What follows belongs to an exercise in optimizing a design on an open flow for small area, a short achievable clock period and few clock cycles; a production flow would make more cautious choices. Power figures rest on the tool's default switching activity, not on a simulated workload.

==> flow/design.v (excerpt) <==
module ddp_core (
    input  wire         clk,
    input  wire         rst,           
    input  wire         cmd_valid,
    output wire         cmd_ready,
    input  wire [7:0]   cmd_op,
    input  wire [111:0] cmd_data,
    input  wire [15:0]  cmd_len,
    input  wire         cmd_txfail,    
    input  wire [63:0]  cmd_now_sec,   
    input  wire [29:0]  cmd_now_nanos,
    output reg          rsp_valid,
    output reg  [2:0]   rsp_status,
    output reg  [111:0] rsp_data,
    output reg  [15:0]  rsp_len,
    output reg          rsp_mism
);
For scale: roughly 2300 cells after synthesis, roughly 370 flip-flops, roughly 370 I/O pins, about 20000 µm² of cells after synthesis.
clock: 10.0 ns
lec_check: 0
cap_margin: 10
core_margin: 2
core_utilization: 50
cts_buf_list: sky130_fd_sc_hd__clkbuf_4 sky130_fd_sc_hd__clkbuf_8
place_density: 0.65
slew_margin: 10
standard.sh (not shown) runs the stock make flow with config.mk's settings and CLKGATE_MAP_FILE= SYNTH_SCRIPT=/design/flow/synth_recipe.tcl, a recipe that flattens the netlist after the stock synthesis.
==> flow/flow/run.sh <==
#!/bin/bash
# The standard layout, with a tighter setup target for timing repair
# (the constraints are unchanged) and the smallest buffer on the ports.
bash standard.sh SETUP_SLACK_MARGIN=6.8 "BUFFER_PORTS_ARGS=-buffer_cell sky130_fd_sc_hd__buf_1" finish > standard.log 2>&1
Then changed:
--- a/flow/design.v
+++ b/flow/design.v
@@ -146,32 +146,39 @@
     reg [15:0]  s1_len;
     reg         s1_fail;
     reg         s1_lt10, s1_lt14, s1_gt_max, s1_mism10, s1_mism14;
     wire        pkt_lt10, pkt_lt14;
     ddp_len_lt #(.K(10)) u_lt10 (.a(cmd_len), .b(cmd_data[47:32]), .lt(pkt_lt10));
     ddp_len_lt #(.K(14)) u_lt14 (.a(cmd_len), .b(cmd_data[47:32]), .lt(pkt_lt14));
+    wire [15:0] sec_epoch;
+    wire        sec_epoch_co;
+    ddp_add #(.W(16)) u_secin (.a(cmd_op[0] ? cmd_now_sec[15:0] : cmd_data[15:0]),
+                               .b(EPOCH_LO), .ci(1'b0), .s(sec_epoch), .co(sec_epoch_co));
     always @(posedge clk) begin
         s1_op   <= cmd_op;
         s1_data[63:0] <= cmd_data[63:0];
+        if (cmd_op[6])
+            s1_data[109:94] <= sec_epoch;
+        else
+            s1_data[109:94] <= {1'b0, cmd_data[108:94]};
         if (cmd_op[6] && cmd_op[0])
-            s1_data[109:64] <= {cmd_now_sec[15:0], cmd_now_nanos};
+            s1_data[93:64] <= cmd_now_nanos;
         else
-            s1_data[109:64] <= {1'b0, cmd_data[108:64]};
+            s1_data[93:64] <= cmd_data[93:64];
         s1_len  <= cmd_len;
         s1_fail <= cmd_txfail;
         s1_lt10   <= cmd_len < 16'd10;
         s1_lt14   <= cmd_len < 16'd14;
         s1_gt_max <= cmd_len > MAX_PAYLOAD;
         s1_mism10 <= pkt_lt10;
         s1_mism14 <= pkt_lt14;
         if (rst)
             s1_valid <= 1'b0;
         else
             s1_valid <= accept;
     end
-    wire [15:0] s1_now_sec   = s1_data[109:94];
     wire [29:0] s1_now_nanos = s1_data[93:64];
     wire op_tc = (s1_op == OP_TC_INSTANT) || (s1_op == OP_TC_DELAY);
     wire [7:0] seq_next = (hdr_seq == 8'd0)  ? 8'd0 :
                           (hdr_seq <= 8'd15) ? hdr_seq + 8'd1 : 8'd1;
     wire [31:0] wr_offset = (s1_op == OP_TX_WRITEAT) ? s1_data[31:0] : hdr_offset;
     wire [108:0] wr_hdr = {hdr_flags, seq_next, hdr_pf, hdr_dest,
@@ -192,20 +199,20 @@
         .par_len    (par_len),
         .par_bad    (par_bad)
     );
     wire        pkt_t        = s1_data[108];
     wire [15:0] pkt_declared = par_hdr[47:32];
     wire        pkt_mism     = pkt_t ? s1_mism14 : s1_mism10;
-    wire [15:0] pkt_avail;        
-    wire        pkt_avail_co;
-    ddp_add #(.W(16)) u_avail (.a(s1_len), .b(pkt_t ? ~16'd14 : ~16'd10), .ci(1'b1),
-                               .s(pkt_avail), .co(pkt_avail_co));
-    wire [15:0] wr_len;           
-    wire        wr_len_co;
-    ddp_add #(.W(16)) u_wrlen (.a(s1_len), .b(hdr_flags[4] ? 16'd14 : 16'd10), .ci(1'b0),
-                               .s(wr_len), .co(wr_len_co));
+    wire [15:0] len_m10, len_m14, len_p10, len_p14;
+    wire [3:0]  len_co;
+    ddp_add #(.W(16)) u_m10 (.a(s1_len), .b(~16'd10), .ci(1'b1), .s(len_m10), .co(len_co[0]));
+    ddp_add #(.W(16)) u_m14 (.a(s1_len), .b(~16'd14), .ci(1'b1), .s(len_m14), .co(len_co[1]));
+    ddp_add #(.W(16)) u_p10 (.a(s1_len), .b(16'd10),  .ci(1'b0), .s(len_p10), .co(len_co[2]));
+    ddp_add #(.W(16)) u_p14 (.a(s1_len), .b(16'd14),  .ci(1'b0), .s(len_p14), .co(len_co[3]));
+    wire [15:0] pkt_avail = pkt_t ? len_m14 : len_m10;
+    wire [15:0] wr_len    = hdr_flags[4] ? len_p14 : len_p10;
     wire [15:0] pkt_paylen   = !pkt_mism ? pkt_declared :
                                pkt_avail;
     wire [63:0] tc_dvd   = rsp_data[63:0];
     wire [29:0] tc_rem   = rsp_data[93:64];
     wire [6:0]  tc_cnt   = rsp_data[100:94];
     wire [15:0] tc_base  = rsp_len;
@@ -226,16 +233,13 @@
     ddp_divider u_div (
         .rem      (tc_rem),
         .bit_in   (tc_bit),
         .rem_next (tc_rem_next),
         .fits     (tc_fits)
     );
-    wire [15:0] tc_sec_init;
-    wire        tc_sec_init_co;
-    ddp_add #(.W(16)) u_secin (.a(s1_op[0] ? s1_now_sec : s1_data[15:0]), .b(EPOCH_LO), .ci(1'b0),
-                               .s(tc_sec_init), .co(tc_sec_init_co));
+    wire [15:0] tc_sec_init = s1_data[109:94];
     wire        tc_addq = (tc_cnt == 7'd2);
     wire [15:0] tc_sec;
     wire        tc_sec_co;
     ddp_add #(.W(16)) u_sec (.a(tc_base), .b(tc_carry ? tc_dvd[29:14] : 16'd0), .ci(1'b0),
                              .s(tc_sec), .co(tc_sec_co));
     always @(posedge clk) begin
What happened: Die area came out higher by 2.3%. Via count came out higher by 1.7%. Worst setup slack gets worse by 0.031 ns. Critical path depth came out higher by 10. Final area came out higher by 2.3%. Synthesized area came out higher by 2.4%. Cell count came out higher by 2.3%. Routed wire length came out lower by 3.6%. Total power came out lower by 1.9%. Sequential cell count stays the same. Synthesized cell count came out higher by 3.0%. Utilization came out lower by 0.15 points.
No functional check of the RTL was part of any run of this note.

port drivers added, routing unchanged:
The results above use ideal ports. As a check the final layouts listed here were re-extracted and re-timed, cells and wires unchanged.
Step 1 assumes that a clkbuf_16 drives the clock port and a buf_2 every other input.
Step 2, shift: input delay + t, output delay - t, t = (earliest + latest rising clock arrival at the registers) / 2. This alone moves slack from input paths to output paths.
Slacks: ideal ports / drivers / drivers and shift; pairs: ideal ports / drivers.
run	t (ns)	slack for setup (ns)	worst hold slack (ns)	worst register clock-pin slew, ns
the first run	0.727	6.712 / 6.657 / 6.243	0.426 / 0.426 / 0.426	0.07 / 0.07
the second run	0.720	6.681 / 6.631 / 5.984	0.445 / 0.445 / 0.445	0.07 / 0.07
After both steps every run listed still meets setup and hold. The setup slack of the second run, which loses most, moves by -0.050 ns with the drivers and by -0.697 ns with both steps.
